What follows belongs to an exercise in optimizing a design on an open flow for small area; a production flow would make more cautious choices.
At most, simulation tests tie the RTL to the original design; equivalence was not proved.
Power figures rest on the tool's default switching activity, not on a simulated workload.

## av2_rx_engine
module av2_rx_engine (
    input  wire       clk,
    input  wire       rst,           
    input  wire       rx_valid,      
    input  wire [7:0] rx_data,
    input  wire       rx_err,        
    input  wire [7:0] rd_addr,
    output reg  [7:0] rd_data,
    output reg        ev_commit,     
    output wire [2:0] ev_sub,
    output reg        ev_ready,      
    output reg        ev_error,      
    output wire [3:0] ev_err_code
);
Size: roughly 950 cells after synthesis, roughly 16,000 um2 of cells after synthesis.
Settings: LEC_CHECK=0, CAP_MARGIN=20, CORE_MARGIN=2, CORE_UTILIZATION=65, PLACE_DENSITY=0.75, SLEW_MARGIN=20, SYNTH_HIERARCHICAL=1; clock period 10.0 ns.
standard.sh (not shown) runs the stock make flow with config.mk's settings and CLKGATE_MAP_FILE= SYNTH_SCRIPT=/design/flow/synth_recipe.tcl, a recipe that flattens the netlist after the stock synthesis.
==> flow/flow/run.sh <==
#!/bin/bash
# Layout flow: the standard flow (standard.sh, unchanged synthesis) with
# these layout choices changed:
#  - port buffers use the smallest buffer cell (sky130_fd_sc_hd__buf_1);
#  - clock tree synthesis inserts no dummy loads and clusters up to 28 sinks;
# All of make's output goes to flow_make.log in the work folder; ORFS keeps
# each tool's own log under orfs/logs/.
set -euo pipefail
export BUFFER_PORTS_ARGS="-buffer_cell sky130_fd_sc_hd__buf_1"
export CTS_ARGS="-sink_clustering_enable -repair_clock_nets -sink_clustering_size 28 -sink_clustering_max_diameter 110 -dont_use_dummy_load -root_buf sky130_fd_sc_hd__clkbuf_8 -tree_buf sky130_fd_sc_hd__clkbuf_8"
bash standard.sh finish > flow_make.log 2>&1
The baseline ran to the end with no violations.
Change:
==> flow/flow/run.sh (replaced) <==
#!/bin/bash
# Layout flow: the standard flow (standard.sh, unchanged synthesis) with
# these layout choices changed:
#  - port buffers use the smallest buffer cell (sky130_fd_sc_hd__buf_1);
#  - clock tree synthesis inserts no dummy loads and clusters up to 28 sinks;
#  - after floorplan, combinational cells are set to their smallest drive
#    (flow/downsize.tcl); placement's repairs size up what needs it.
# All of make's output goes to flow_make.log in the work folder; ORFS keeps
# each tool's own log under orfs/logs/.
set -euo pipefail
export BUFFER_PORTS_ARGS="-buffer_cell sky130_fd_sc_hd__buf_1"
export POST_FLOORPLAN_TCL="$PWD/flow/downsize.tcl"
export CTS_ARGS="-sink_clustering_enable -repair_clock_nets -sink_clustering_size 28 -sink_clustering_max_diameter 110 -dont_use_dummy_load"
bash standard.sh finish > flow_make.log 2>&1
==> flow/flow/downsize.tcl (new file) <==
# Sourced after floorplan (POST_FLOORPLAN_TCL): set every combinational cell
# to the smallest drive strength of its function. Placement's repair_design
# and the later timing repairs size up whatever then needs it.
set n 0
foreach inst [[ord::get_db_block] getInsts] {
  set master [[$inst getMaster] getName]
  if {![regexp {^(sky130_fd_sc_hd__[a-z0-9]+)_([0-9]+)$} $master -> base drive]} { continue }
  if {[regexp {df|dl|clk|buf|conb|tap|fill|decap|diode|probe} $base]} { continue }
  set best ""
  set best_area 1e9
  foreach d {0 1 2} {
    set cand [get_lib_cells -quiet ${base}_$d]
    if {$cand eq ""} { continue }
    set m [[ord::get_db] findMaster ${base}_$d]
    if {$m eq "NULL" || $m eq ""} { continue }
    set a [expr {[$m getWidth] * [$m getHeight]}]
    if {$a < $best_area} { set best_area $a; set best ${base}_$d }
  }
  set cur [[ord::get_db] findMaster $master]
  if {$best ne "" && $best ne $master && $best_area < [$cur getWidth] * [$cur getHeight]} {
    replace_cell [$inst getName] $best
    incr n
  }
}
puts "downsize.tcl: resized $n instances"
Cell count is about the same.
Via count is about the same.
Power climbs by 1.2%.
Sequential share of layout area climbs by 0.11 points.

========
av2_rx_engine, a different RTL version from the one above (not shown whole).
Size in the first run: about 410 flip-flops, ~38 I/O pins, roughly 0.016 sq mm of cells after synthesis.
Settings: LEC_CHECK=0, CAP_MARGIN=20, CORE_MARGIN=2, CORE_UTILIZATION=65, CTS_CLUSTER_DIAMETER=120, CTS_CLUSTER_SIZE=24, PLACE_DENSITY=0.75, SLEW_MARGIN=20, SYNTH_HIERARCHICAL=1; clock period 10.0 ns.
run.sh (not shown) runs the stock make flow with config.mk's settings and CLKGATE_MAP_FILE= SYNTH_SCRIPT=/design/flow/synth_recipe.tcl, a recipe that flattens the netlist after the stock synthesis.
Stock flow here: none of the scripts above is used.
The baseline completed with no timing, DRC or antenna violations.
Rerun with:
CTS_CLUSTER_DIAMETER = 150   (was 120)
CTS_CLUSTER_SIZE = 30   (was 24)
Effect: Area after synthesis stays the same. Sequential share of layout area increases by 0.50 points. Non-clock buffer count does not change. Combinational power stays flat. Total power fell by about 3.5%. Core utilization shrinks by 0.51 points. Sequential power barely changes.
Rerun with:
CORE_UTILIZATION = 75   (was 65)
CTS_CLUSTER_DIAMETER = 100   (was 150)
PLACE_DENSITY = 0.85   (was 0.75)
=>
- utilization went up by 11 points
- clock-buffer cell count went up by 5
- non-clock buffer count went up by 3
- setup slack gets worse by 0.14 ns
- power barely changes
Rerun with:
CORE_UTILIZATION = 65   (was 75)
CTS_CLUSTER_DIAMETER = unset   (was 100)
CTS_CLUSTER_SIZE = unset   (was 30)
PLACE_DENSITY = 0.75   (was 0.85)
The new run completed with no timing, DRC or antenna violations.
Count of clock-buffer cells in the layout rises by 19.
Global-route usage falls by 7.4 points.
Wire length falls by 3.5%.
Die area rises by 15%.
No functional check of the RTL was part of any run of this note.

========
== the previous run ==
Another version of the RTL of av2_rx_engine (not shown whole).
Size: about 38 I/O pins.
make LEC_CHECK=0 CAP_MARGIN=20 CORE_MARGIN=2 CORE_UTILIZATION=40 PLACE_DENSITY=0.6 SLEW_MARGIN=20 SYNTH_HIERARCHICAL=1 finish   # period 10.0 ns
Having completed the whole flow, the previous run delivered a layout that passed the timing, design-rule and antenna checks.
Modified inputs, the current run compared to the previous run
Settings: putting CTS_CLUSTER_SIZE at 20 where nothing was set; putting CTS_BUF_LIST at sky130_fd_sc_hd__clkbuf_8 where nothing was set.
==> results.txt <==
Total power (higher): the previous run. Going from the previous run to the current run, violation count after the first detailed-route iteration now sits higher; share of the core filled with cells dropped 0.41 points. Against the previous run, the current run reports a routed wire length that is higher. Going from the previous run to the current run, net switching component of the power grew slightly. The current run can be clocked slower than the previous run. [the current run vs the previous run] source-to-sink clock delay at the later pin of the worst-skew pair: higher in the current run. The current run against the previous run; final area is down slightly.
Function was not checked in any run of this note: the RTL went through the layout flow alone.

========
av2_rx_engine with an RTL version that a note above also has.
Size: roughly 950 cells after synthesis, about 410 flip-flops, ~38 I/O pins, ~16,000 um2 of cells after synthesis.
## av2_rx_engine
module av2_rx_engine (
    input  wire       clk,
    input  wire       rst,           
    input  wire       rx_valid,      
    input  wire [7:0] rx_data,
    input  wire       rx_err,        
    input  wire [7:0] rd_addr,
    output reg  [7:0] rd_data,
    output reg        ev_commit,     
    output wire [2:0] ev_sub,
    output reg        ev_ready,      
    output reg        ev_error,      
    output wire [3:0] ev_err_code
);
export LEC_CHECK = 0
export CAP_MARGIN = 20
export CORE_MARGIN = 2
export CORE_UTILIZATION = 65
export PLACE_DENSITY = 0.75
export SLEW_MARGIN = 20
export SYNTH_HIERARCHICAL = 1
create_clock -name core_clock -period 10.0 [get_ports {clk}]
standard.sh (not shown) runs the stock make flow with config.mk's settings and CLKGATE_MAP_FILE= SYNTH_SCRIPT=/design/flow/synth_recipe.tcl, a recipe that flattens the netlist after the stock synthesis.
==> flow/flow/run.sh <==
#!/bin/bash
# Layout flow: the standard flow (standard.sh, unchanged synthesis) with
# these layout choices changed:
#  - port buffers use the smallest buffer cell (sky130_fd_sc_hd__buf_1);
#  - clock tree synthesis inserts no dummy loads and clusters up to 28 sinks;
#  - after global routing, repair_timing downsizes gates that have slack
#    (ORFS RECOVER_POWER).
# All of make's output goes to flow_make.log in the work folder; ORFS keeps
# each tool's own log under orfs/logs/.
set -euo pipefail
export BUFFER_PORTS_ARGS="-buffer_cell sky130_fd_sc_hd__buf_1"
export RECOVER_POWER=100
export CTS_ARGS="-sink_clustering_enable -repair_clock_nets -sink_clustering_size 28 -sink_clustering_max_diameter 110 -dont_use_dummy_load"
bash standard.sh finish > flow_make.log 2>&1
The baseline produced a layout that fails on max-capacitance violations, max-slew violations.
Next try:
--- a/flow/flow/run.sh
+++ b/flow/flow/run.sh
@@ -6,2 +5,0 @@
-#  - after global routing, repair_timing downsizes gates that have slack
-#    (ORFS RECOVER_POWER).
@@ -12 +9,0 @@
-export RECOVER_POWER=100
After rerunning: The changed run completed with no timing, DRC or antenna violations. Synthesized area does not change. Setup slack improves by 0.82 ns. Sequential share of layout area came out lower by 0.54 points. Design area grows by 0.74%. Clock power rose by about 0.5%. Wire length barely changes. Global-route usage is unchanged. Worst hold slack barely changes. Cell count does not change. Combinational power goes up by about 5%. Total power hardly moves.
Next try:
--- a/flow/flow/run.sh
+++ b/flow/flow/run.sh
@@ -5 +5,3 @@
-#  - clock tree synthesis inserts no dummy loads and clusters up to 28 sinks;
+#  - clock tree synthesis inserts no dummy loads and clusters up to 17 sinks under sky130_fd_sc_hd__clkbuf_8 buffers;
+#  - after floorplan, combinational cells are set to their smallest drive
+#    (flow/downsize.tcl); placement's repairs size up what needs it.
@@ -10 +12,2 @@
-export CTS_ARGS="-sink_clustering_enable -repair_clock_nets -sink_clustering_size 28 -sink_clustering_max_diameter 110 -dont_use_dummy_load"
+export POST_FLOORPLAN_TCL="$PWD/flow/downsize.tcl"
+export CTS_ARGS="-sink_clustering_enable -repair_clock_nets -sink_clustering_size 17 -sink_clustering_max_diameter 80 -dont_use_dummy_load -buf_list sky130_fd_sc_hd__clkbuf_8 -root_buf sky130_fd_sc_hd__clkbuf_8 -sink_clustering_buffer sky130_fd_sc_hd__clkbuf_8"
==> flow/flow/downsize.tcl (new file) <==
# Sourced after floorplan (POST_FLOORPLAN_TCL): set every combinational cell
# to the smallest drive strength of its function. Placement's repair_design
# and the later timing repairs size up whatever then needs it.
set n 0
foreach inst [[ord::get_db_block] getInsts] {
  set master [[$inst getMaster] getName]
  if {![regexp {^(sky130_fd_sc_hd__[a-z0-9]+)_([0-9]+)$} $master -> base drive]} { continue }
  if {[regexp {df|dl|clk|buf|conb|tap|fill|decap|diode|probe} $base]} { continue }
  set best ""
  set best_area 1e9
  foreach d {0 1 2} {
    set cand [get_lib_cells -quiet ${base}_$d]
    if {$cand eq ""} { continue }
    set m [[ord::get_db] findMaster ${base}_$d]
    if {$m eq "NULL" || $m eq ""} { continue }
    set a [expr {[$m getWidth] * [$m getHeight]}]
    if {$a < $best_area} { set best_area $a; set best ${base}_$d }
  }
  set cur [[ord::get_db] findMaster $master]
  if {$best ne "" && $best ne $master && $best_area < [$cur getWidth] * [$cur getHeight]} {
    replace_cell [$inst getName] $best
    incr n
  }
}
puts "downsize.tcl: resized $n instances"
After rerunning:
- setup slack improved by 0.18 ns
- non-clock buffer count does not change
- synthesized area does not change
- fmax rose by 2.7%
Next try:
==> flow/run.sh (new file) <==
#!/bin/bash
# synth_recipe.tcl (not shown) runs the flow's synth.tcl, then flattens the netlist and writes it again
# the make line also repeats each setting of config.mk as NAME=value (left out here)
make -C /OpenROAD-flow-scripts/flow DESIGN_CONFIG=/design/flow/config.mk WORK_HOME=/design/flow/orfs CLKGATE_MAP_FILE= SYNTH_SCRIPT=/design/flow/synth_recipe.tcl finish
--- a/flow/config.mk
+++ b/flow/config.mk
@@ -10,0 +11,2 @@
+export CTS_CLUSTER_DIAMETER = 120
+export CTS_CLUSTER_SIZE = 24
removed: flow/flow/run.sh
removed: flow/flow/downsize.tcl
removed: flow/standard.sh
- routed wire length decreases by 0.92%
- total power increases by 6.6%
- final cell count barely changes
- utilization increases by 2.1 points
- non-clock buffer count stays the same
- global-route usage is about the same
- clock-buffer cell count stays the same
- via count decreases by 0.55%
- cell area increases by 2.9%
- setup slack gets worse by 0.83 ns
Next try:
==> flow/flow/run.sh (new file) <==
#!/bin/bash
# Layout flow: the standard flow (standard.sh, unchanged synthesis) with
# these layout choices changed:
#  - port buffers use the smallest buffer cell (sky130_fd_sc_hd__buf_1);
#  - clock tree synthesis inserts no dummy loads and clusters up to 28 sinks;
# All of make's output goes to flow_make.log in the work folder; ORFS keeps
# each tool's own log under orfs/logs/.
set -euo pipefail
export BUFFER_PORTS_ARGS="-buffer_cell sky130_fd_sc_hd__buf_1"
export CTS_ARGS="-sink_clustering_enable -repair_clock_nets -sink_clustering_size 28 -sink_clustering_max_diameter 110 -dont_use_dummy_load"
bash standard.sh finish > flow_make.log 2>&1
==> flow/standard.sh (new file) <==
#!/bin/bash
# synth_recipe.tcl (not shown) runs the flow's synth.tcl, then flattens the netlist and writes it again
# the make line also repeats each setting of config.mk as NAME=value (left out here)
make -C /OpenROAD-flow-scripts/flow DESIGN_CONFIG=/design/flow/config.mk WORK_HOME=/design/flow/orfs CLKGATE_MAP_FILE= SYNTH_SCRIPT=/design/flow/synth_recipe.tcl "${@:-finish}"
--- a/flow/config.mk
+++ b/flow/config.mk
@@ -10,4 +10,2 @@
-export CORE_UTILIZATION = 65
-export CTS_CLUSTER_DIAMETER = 120
-export CTS_CLUSTER_SIZE = 24
-export PLACE_DENSITY = 0.75
+export CORE_UTILIZATION = 72
+export PLACE_DENSITY = 0.82
removed: flow/run.sh
=>
- cell count drops by 4.2%
- die area decreases by 9.5%
- register-to-register slack loses 0.62 ns
- cell area decreases by 2.3%
- sequential cell count is unchanged
- fmax increases by 13%
- synthesized area stays the same
- sequential share of layout area rose by 1.7 points
- global-route usage came out higher by 5.6 points

[what the ideal ports hide]
In the flow no input, the clock included, has a driving cell. The finished layouts below were timed again as built, in two steps. Step 1 (the two cells are an assumption about what drives the block):
set clk [get_ports {clk}]
set_driving_cell -lib_cell sky130_fd_sc_hd__clkbuf_16 $clk
set_driving_cell -lib_cell sky130_fd_sc_hd__buf_2 [delete_from_list [all_inputs] $clk]
Step 2 adds t to the input delays and takes it off the output delays; t is the mean of the earliest and latest rising clock arrival at the registers after step 1. Input paths then give back, and output paths get back, about the clock's delay inside the block. Three values: no drivers, after step 1, after step 2; two values: the first two.
| run | t, ns | slack for setup (ns) | clock arrival spread, ns | worst register clock-pin slew, ns | cell pins on the clock port's net |
|---|---|---|---|---|---|
| the first run of note 1 | 0.622 | 3.120 / 3.057 / 3.057 | 0.041 / 0.042 | 0.11 / 0.11 | 1 |
| the second run of note 1 | 0.562 | 3.277 / 3.254 / 3.254 | 0.036 / 0.035 | 0.11 / 0.11 | 1 |
| the first run of note 2 | 0.578 | 1.972 / 1.947 / 1.947 | 0.037 / 0.038 | 0.10 / 0.10 | 1 |
| the second run of note 2 | 0.570 | 2.044 / 2.019 / 2.019 | 0.021 / 0.020 | 0.11 / 0.11 | 1 |
| the third run of note 2 | 0.572 | 1.905 / 1.874 / 1.874 | 0.028 / 0.028 | 0.12 / 0.12 | 1 |
| the fourth run of note 2 | 0.575 | 2.046 / 2.022 / 2.022 | 0.012 / 0.013 | 0.06 / 0.06 | 1 |
| the previous run | 0.601 | 1.957 / 1.923 / 1.923 | 0.023 / 0.023 | 0.07 / 0.07 | 1 |
| the current run | 0.653 | 1.909 / 1.875 / 1.875 | 0.041 / 0.041 | 0.06 / 0.06 | 1 |
| the first run of note 4 | 0.556 | 2.229 / 2.258 / 1.701 | 0.030 / 0.029 | 0.11 / 0.11 | 1 |
| the second run of note 4 | 0.558 | 3.048 / 2.987 / 2.987 | 0.030 / 0.029 | 0.11 / 0.11 | 1 |
| the third run of note 4 | 0.630 | 3.230 / 3.206 / 3.206 | 0.050 / 0.050 | 0.11 / 0.11 | 1 |
| the fourth run of note 4 | 0.560 | 2.395 / 2.344 / 2.344 | 0.023 / 0.024 | 0.10 / 0.10 | 1 |
| the fifth run of note 4 | 0.567 | 3.287 / 3.264 / 3.264 | 0.026 / 0.026 | 0.11 / 0.11 | 1 |
The setup slack of the first run of note 4, which loses most, moves by +0.029 ns with the drivers and by -0.528 ns with both steps.
